Context: an optimization exercise on an open-source flow, tuned for small area and few clock cycles. The choices shown serve that exercise and are no tape-out recipe.
At most, simulation tests tie the RTL to the original design; equivalence was not proved.
Power and IR drop assume default switching activity.

==> flow/design.v (excerpt) <==
module pff_raster (
    input  wire        clk,
    input  wire        rst,
    input  wire        cmd_valid,
    input  wire [31:0] cmd_data,
    output wire        cmd_ready,
    output wire        tok_valid,
    output wire        tok_cmd,
    output wire [7:0]  tok_byte,
    output wire        tok_last,
    input  wire        tok_ready,
    input  wire        err_clear,
    output wire        err,
    output wire [3:0]  err_code,
    output wire [31:0] err_cmd
);
Settings: LEC_CHECK=0, ABC_AREA=1, CAP_MARGIN=20, CORE_MARGIN=2, CORE_UTILIZATION=40, PLACE_DENSITY=0.6, SLEW_MARGIN=20; clock period 11.0 ns.
standard.sh (not shown) runs the stock make flow with config.mk's settings and CLKGATE_MAP_FILE= SYNTH_SCRIPT=/design/flow/synth_recipe.tcl, a recipe that flattens the netlist after the stock synthesis.
==> flow/flow/run.sh <==
#!/bin/bash
# The standard layout (standard.sh) with two changes: the input and output
# ports get sky130 buf_1 buffers (the standard buffer_ports picks a larger
# delay cell), and the clock tree is built from clkbuf_16 sink clusters of up
# to 24 flip-flops without dummy loads. make's full output goes to
# standard.log in the work folder; ORFS keeps each step's log under orfs/logs.
set -euo pipefail
export BUFFER_PORTS_ARGS="-buffer_cell sky130_fd_sc_hd__buf_1"
export CTS_ARGS="-sink_clustering_enable -repair_clock_nets -dont_use_dummy_load -sink_clustering_size 24 -sink_clustering_max_diameter 80 -buf_list sky130_fd_sc_hd__clkbuf_16"
bash standard.sh > standard.log 2>&1
Next try:
==> flow/flow/run.sh (replaced) <==
#!/bin/bash
set -euo pipefail
rm -rf scripts_abc
cp -r "$FLOW_HOME/scripts" scripts_abc
cp flow/abc_area.script scripts_abc/abc_area.script
export SCRIPTS_DIR="$PWD/scripts_abc"
export BUFFER_PORTS_ARGS="-buffer_cell sky130_fd_sc_hd__buf_1"
export CTS_ARGS="-sink_clustering_enable -repair_clock_nets -dont_use_dummy_load -sink_clustering_size 30 -sink_clustering_max_diameter 100 -buf_list sky130_fd_sc_hd__clkbuf_16"
bash standard.sh > standard.log 2>&1
==> flow/flow/abc_area.script (new file) <==
&get -n
&st
&dch -f
&nf -R 1000 -p
&st
&dch -f
&nf -R 1000 -p
&st
&dch -f
&nf -R 1000 -p
&st
&dch -f
&nf -R 1000 -p
&st
&dch -f
&nf -R 1000 -p
&put
CAP_MARGIN = 10   (was 20)
SLEW_MARGIN = 10   (was 20)
After rerunning:
- non-clock buffer count came out higher by 32
- routed wire length came out lower by 13%
- core utilization came out higher by 1.6 points
- die area came out lower by 11%
- count of clock-buffer cells in the layout came out lower by 5
- via count came out lower by 14%
No run of this note included a check of the RTL's function; only the layout flow was run.

========
Another version of the RTL of pff_raster (not shown whole).
For scale: roughly 2000 cells after synthesis, roughly 220 flip-flops.
clock: 11.0 ns
lec_check: 0
abc_area: 1
cap_margin: 10
core_margin: 2
core_utilization: 40
place_density: 0.6
slew_margin: 10
==> flow/flow/run.sh <==
#!/bin/bash
# The standard layout (standard.sh) with two changes: the input and output
# ports get sky130 buf_1 buffers (the standard buffer_ports picks a larger
# delay cell), and the clock tree is built from clkbuf_16 sink clusters of up
# to 24 flip-flops without dummy loads. make's full output goes to
# standard.log in the work folder; ORFS keeps each step's log under orfs/logs.
set -euo pipefail
export BUFFER_PORTS_ARGS="-buffer_cell sky130_fd_sc_hd__buf_1"
export CTS_ARGS="-sink_clustering_enable -repair_clock_nets -dont_use_dummy_load -sink_clustering_size 30 -sink_clustering_max_diameter 100 -buf_list sky130_fd_sc_hd__clkbuf_16"
bash standard.sh > standard.log 2>&1
The baseline passed the timing, DRC and antenna checks.
Testbench counts at the start, summed over its fixed seeds: cycles 495,175.
Rerun with:
--- a/flow/flow/run.sh
+++ b/flow/flow/run.sh
@@ -8,3 +8,3 @@
 export BUFFER_PORTS_ARGS="-buffer_cell sky130_fd_sc_hd__buf_1"
-export CTS_ARGS="-sink_clustering_enable -repair_clock_nets -dont_use_dummy_load -sink_clustering_size 30 -sink_clustering_max_diameter 100 -buf_list sky130_fd_sc_hd__clkbuf_16"
+export CTS_ARGS="-sink_clustering_enable -repair_clock_nets -dont_use_dummy_load -sink_clustering_size 24 -sink_clustering_max_diameter 80 -buf_list sky130_fd_sc_hd__clkbuf_16"
 bash standard.sh > standard.log 2>&1
- ABC_AREA: 1 -> default
- CAP_MARGIN: 10 -> 20
- SLEW_MARGIN: 10 -> 20
Effect: The new run finished with timing, DRC and antenna clean. Worst hold slack gets worse by 0.034 ns. Power shrinks by 7.7%. Final area grows by 2.2%. Register-to-register slack gets worse by 0.53 ns. Final cell count shrinks by 14%. Setup slack gets worse by 0.43 ns. Sequential share of layout area shrinks by 0.80 points.
Rerun with:
- ABC_AREA: default -> 1
What happened: The new run finished with timing, DRC and antenna clean; routed wire length increases by 7.6%; clock power came out higher by 12%; total power climbs by 11%; design area is lower by 1.5%; global-route usage came out higher by 3.1 points; count of clock-buffer cells in the layout grows by 3; die area came out lower by 1.5%; sequential cell count does not change; utilization goes up by 0.27 points.

========
Setup of job 166:
pff_raster, a different RTL version from the one above (not shown whole).
For scale: ~210 flip-flops, roughly 86 I/O pins.
clock: 11.0 ns
lec_check: 0
abc_area: 1
cap_margin: 10
core_margin: 2
core_utilization: 40
gpl_timing_driven: 0
place_density: 0.6
slew_margin: 10
==> flow/flow/run.sh <==
#!/bin/bash
set -euo pipefail
rm -rf scripts_abc
cp -r "$FLOW_HOME/scripts" scripts_abc
cp flow/abc_area.script scripts_abc/abc_area.script
export SCRIPTS_DIR="$PWD/scripts_abc"
export BUFFER_PORTS_ARGS="-buffer_cell sky130_fd_sc_hd__buf_1"
export CTS_ARGS="-sink_clustering_enable -repair_clock_nets -dont_use_dummy_load -sink_clustering_size 30 -sink_clustering_max_diameter 100 -buf_list sky130_fd_sc_hd__clkbuf_16 -root_buf sky130_fd_sc_hd__clkbuf_8 -tree_buf sky130_fd_sc_hd__clkbuf_8"
bash standard.sh > standard.log 2>&1
==> flow/flow/abc_area.script <==
&get -n
&st
&dch -f
&nf -R 1000 -p
&st
&dch -f
&nf -R 1000 -p
&st
&dch -f
&nf -R 1000 -p
&st
&dch -f
&nf -R 1000 -p
&st
&dch -f
&nf -R 1000 -p
&put
Job 166 closes out successfully: all stages finished, all timing, DRC and antenna checks passed.
Testbench counts of job 166, summed over its fixed seeds: cycles 495,175.
#### Input delta (job 7941 over job 166)
--- a/flow/flow/run.sh
+++ b/flow/flow/run.sh
@@ -8 +8 @@
-export CTS_ARGS="-sink_clustering_enable -repair_clock_nets -dont_use_dummy_load -sink_clustering_size 30 -sink_clustering_max_diameter 100 -buf_list sky130_fd_sc_hd__clkbuf_16 -root_buf sky130_fd_sc_hd__clkbuf_8 -tree_buf sky130_fd_sc_hd__clkbuf_8"
+export CTS_ARGS="-sink_clustering_enable -repair_clock_nets -dont_use_dummy_load -sink_clustering_size 30 -sink_clustering_max_diameter 100 -buf_list sky130_fd_sc_hd__clkbuf_16"
## What came out
Job 166 -> job 7941: first-iteration DRC count increased slightly. When the final numbers for job 166 and job 7941 were put side by side, the total power turned out to be smaller in job 166. Adder and majority gate portion of the synthesized area: job 166 vs job 7941 identical. On minimum clock period after layout, job 7941 does worse than job 166. Reported for job 166 and job 7941, cell count turned out identical to the last digit. In terms of register fraction of the total cell area, job 7941 and job 166 differ only marginally. Any difference in share of cells above drive strength 1 between job 166 and job 7941 is small enough to ignore. Against job 166, job 7941 comes in about 0.44% higher on detailed-route wire length. All of job 166 and job 7941 finish clean. Looking at fraction of power consumed by sequential logic, job 7941 sits 0.3 points lower than job 166 does.
Here is what was changed in the inputs of job 9813 compared with job 7941.
- PLACE_DENSITY: 0.6 -> 0.7
- CORE_UTILIZATION: 40 -> 55
### Flow results
On clock power, job 7941 loses to job 9813.
Compared with job 7941, in job 9813 utilization grew by 16 points; total power held steady; switching share of power grew by 0.31 points; final clock period utilization by the worst path shrank by 0.69 points.
Slowest library cell on the worst path = nor2b_2: job 9813; slowest library cell on the worst path = nor3b_2: job 7941
Relative to job 9813, the following input files were edited for job 5815:
- swapping 55 for 40 in CORE_UTILIZATION
- swapping 0.7 for 0.6 in PLACE_DENSITY
--- a/flow/flow/run.sh
+++ b/flow/flow/run.sh
@@ -8 +8 @@
-export CTS_ARGS="-sink_clustering_enable -repair_clock_nets -dont_use_dummy_load -sink_clustering_size 30 -sink_clustering_max_diameter 100 -buf_list sky130_fd_sc_hd__clkbuf_16"
+export CTS_ARGS="-sink_clustering_enable -repair_clock_nets -dont_use_dummy_load -sink_clustering_size 24 -sink_clustering_max_diameter 80 -buf_list sky130_fd_sc_hd__clkbuf_16"
Notes after the runs:
Delta (job 5815 minus job 9813): ratio of final minimum period to clock period higher, relative contribution of the clock network to total power saw an increase, routed wire length went up about 1.8%. On standby leakage power, job 9813 and job 5815 are basically level.
#### Input delta (job 9150 over job 5815)
- a change of PLACE_DENSITY from 0.6 to 0.7
- a change of CORE_UTILIZATION from 40 to 55
--- outcome ---
- In job 9150 relative to job 5815, depth of the critical timing path with buffers and inverters included had gone down by a little under 10%.
- The run showing the smaller clock share of power is job 9150.
- The lower sequential share of layout area of job 9150 and job 5815 is in job 5815.
- Summary: worst hold-check slack, job 9150 better than job 5815
- From job 5815 to job 9150, total standard cell area after synthesis did not move at all.
- Per the comparison of job 9150 with job 5815, count of clock buffers in the final design fell 2, starting density of the core now larger, power closely matched the old numbers, clock-cell share of area went down by 0.31 points, logic gate share of total power climbed 0.7 points.
- Number of distinct library cells after synthesis delta (job 9150 -> job 5815): insignificant
--- input diff job 9150..job 6761 ---
- CORE_UTILIZATION: 55 -> 40
- PLACE_DENSITY: 0.7 -> 0.6
--- a/flow/flow/run.sh
+++ b/flow/flow/run.sh
@@ -8 +8 @@
-export CTS_ARGS="-sink_clustering_enable -repair_clock_nets -dont_use_dummy_load -sink_clustering_size 24 -sink_clustering_max_diameter 80 -buf_list sky130_fd_sc_hd__clkbuf_16"
+export CTS_ARGS="-sink_clustering_enable -repair_clock_nets -dont_use_dummy_load -sink_clustering_size 30 -sink_clustering_max_diameter 100 -buf_list sky130_fd_sc_hd__clkbuf_16 -root_buf sky130_fd_sc_hd__clkbuf_8 -tree_buf sky130_fd_sc_hd__clkbuf_8"
Notes after the runs:
- Pre-CTS worst setup slack on job 6761 is ahead of job 9150.
- Power spent charging and discharging nets: job 6761 and job 9150 compared, higher one is job 9150
- Compared with job 9150, job 6761 shows internal cell power that has gone down by a few percent.
- The final reports for job 6761 and job 9150 show non-clock buffer count lower in the former.
- The end point of the critical path comes out tok_byte[4] in one run and tok_byte[5] in the other, namely in job 6761 and job 9150 respectively.
- From job 9150 to job 6761 the numbers moved as follows: count of clock-buffer cells in the layout -2, global routing usage on met2 -12 points.

[afterwards: timing with drivers on the ports]
The flow's constraints put no driver on any port. The routed layouts listed below were extracted and timed again, unchanged, in two steps. Step 1 sets driving cells, clkbuf_16 on the clock port and buf_2 on the other inputs (assumed; they add their load-dependent delay and slew). Step 2 times the ports against the registers' clock, not the clock port: input delays grow and output delays shrink by t, the midpoint of the rising clock arrivals with the driver on. a / b / c = ideal ports / drivers / drivers and shift; a / b = the first two.
run | t, ns | slack for setup (ns) | hold WS [ns]
the first run of note 1 | 0.564 | 0.744 / 0.691 / 1.255 | 0.526 / 0.526 / 0.526
the second run of note 1 | 0.524 | 0.545 / 0.491 / 1.016 | 0.534 / 0.534 / 0.534
the first run of note 2 | 0.543 | 1.213 / 1.157 / 1.700 | 0.496 / 0.496 / 0.496
the second run of note 2 | 0.541 | 0.788 / 0.732 / 1.273 | 0.461 / 0.461 / 0.461
the third run of note 2 | 0.559 | 1.193 / 1.139 / 1.698 | 0.491 / 0.491 / 0.491
job 166 | 0.557 | 0.385 / 0.336 / 0.796 | 0.536 / 0.536 / 0.536
job 7941 | 0.522 | 0.380 / 0.326 / 0.715 | 0.535 / 0.535 / 0.535
job 9813 | 0.512 | 0.455 / 0.406 / 0.732 | 0.548 / 0.548 / 0.548
job 5815 | 0.541 | 0.321 / 0.267 / 0.736 | 0.535 / 0.535 / 0.535
job 9150 | 0.534 | 0.429 / 0.380 / 0.730 | 0.543 / 0.543 / 0.543
job 6761 | 0.557 | 0.385 / 0.336 / 0.796 | 0.536 / 0.536 / 0.536
After both steps every run listed still meets setup and hold.
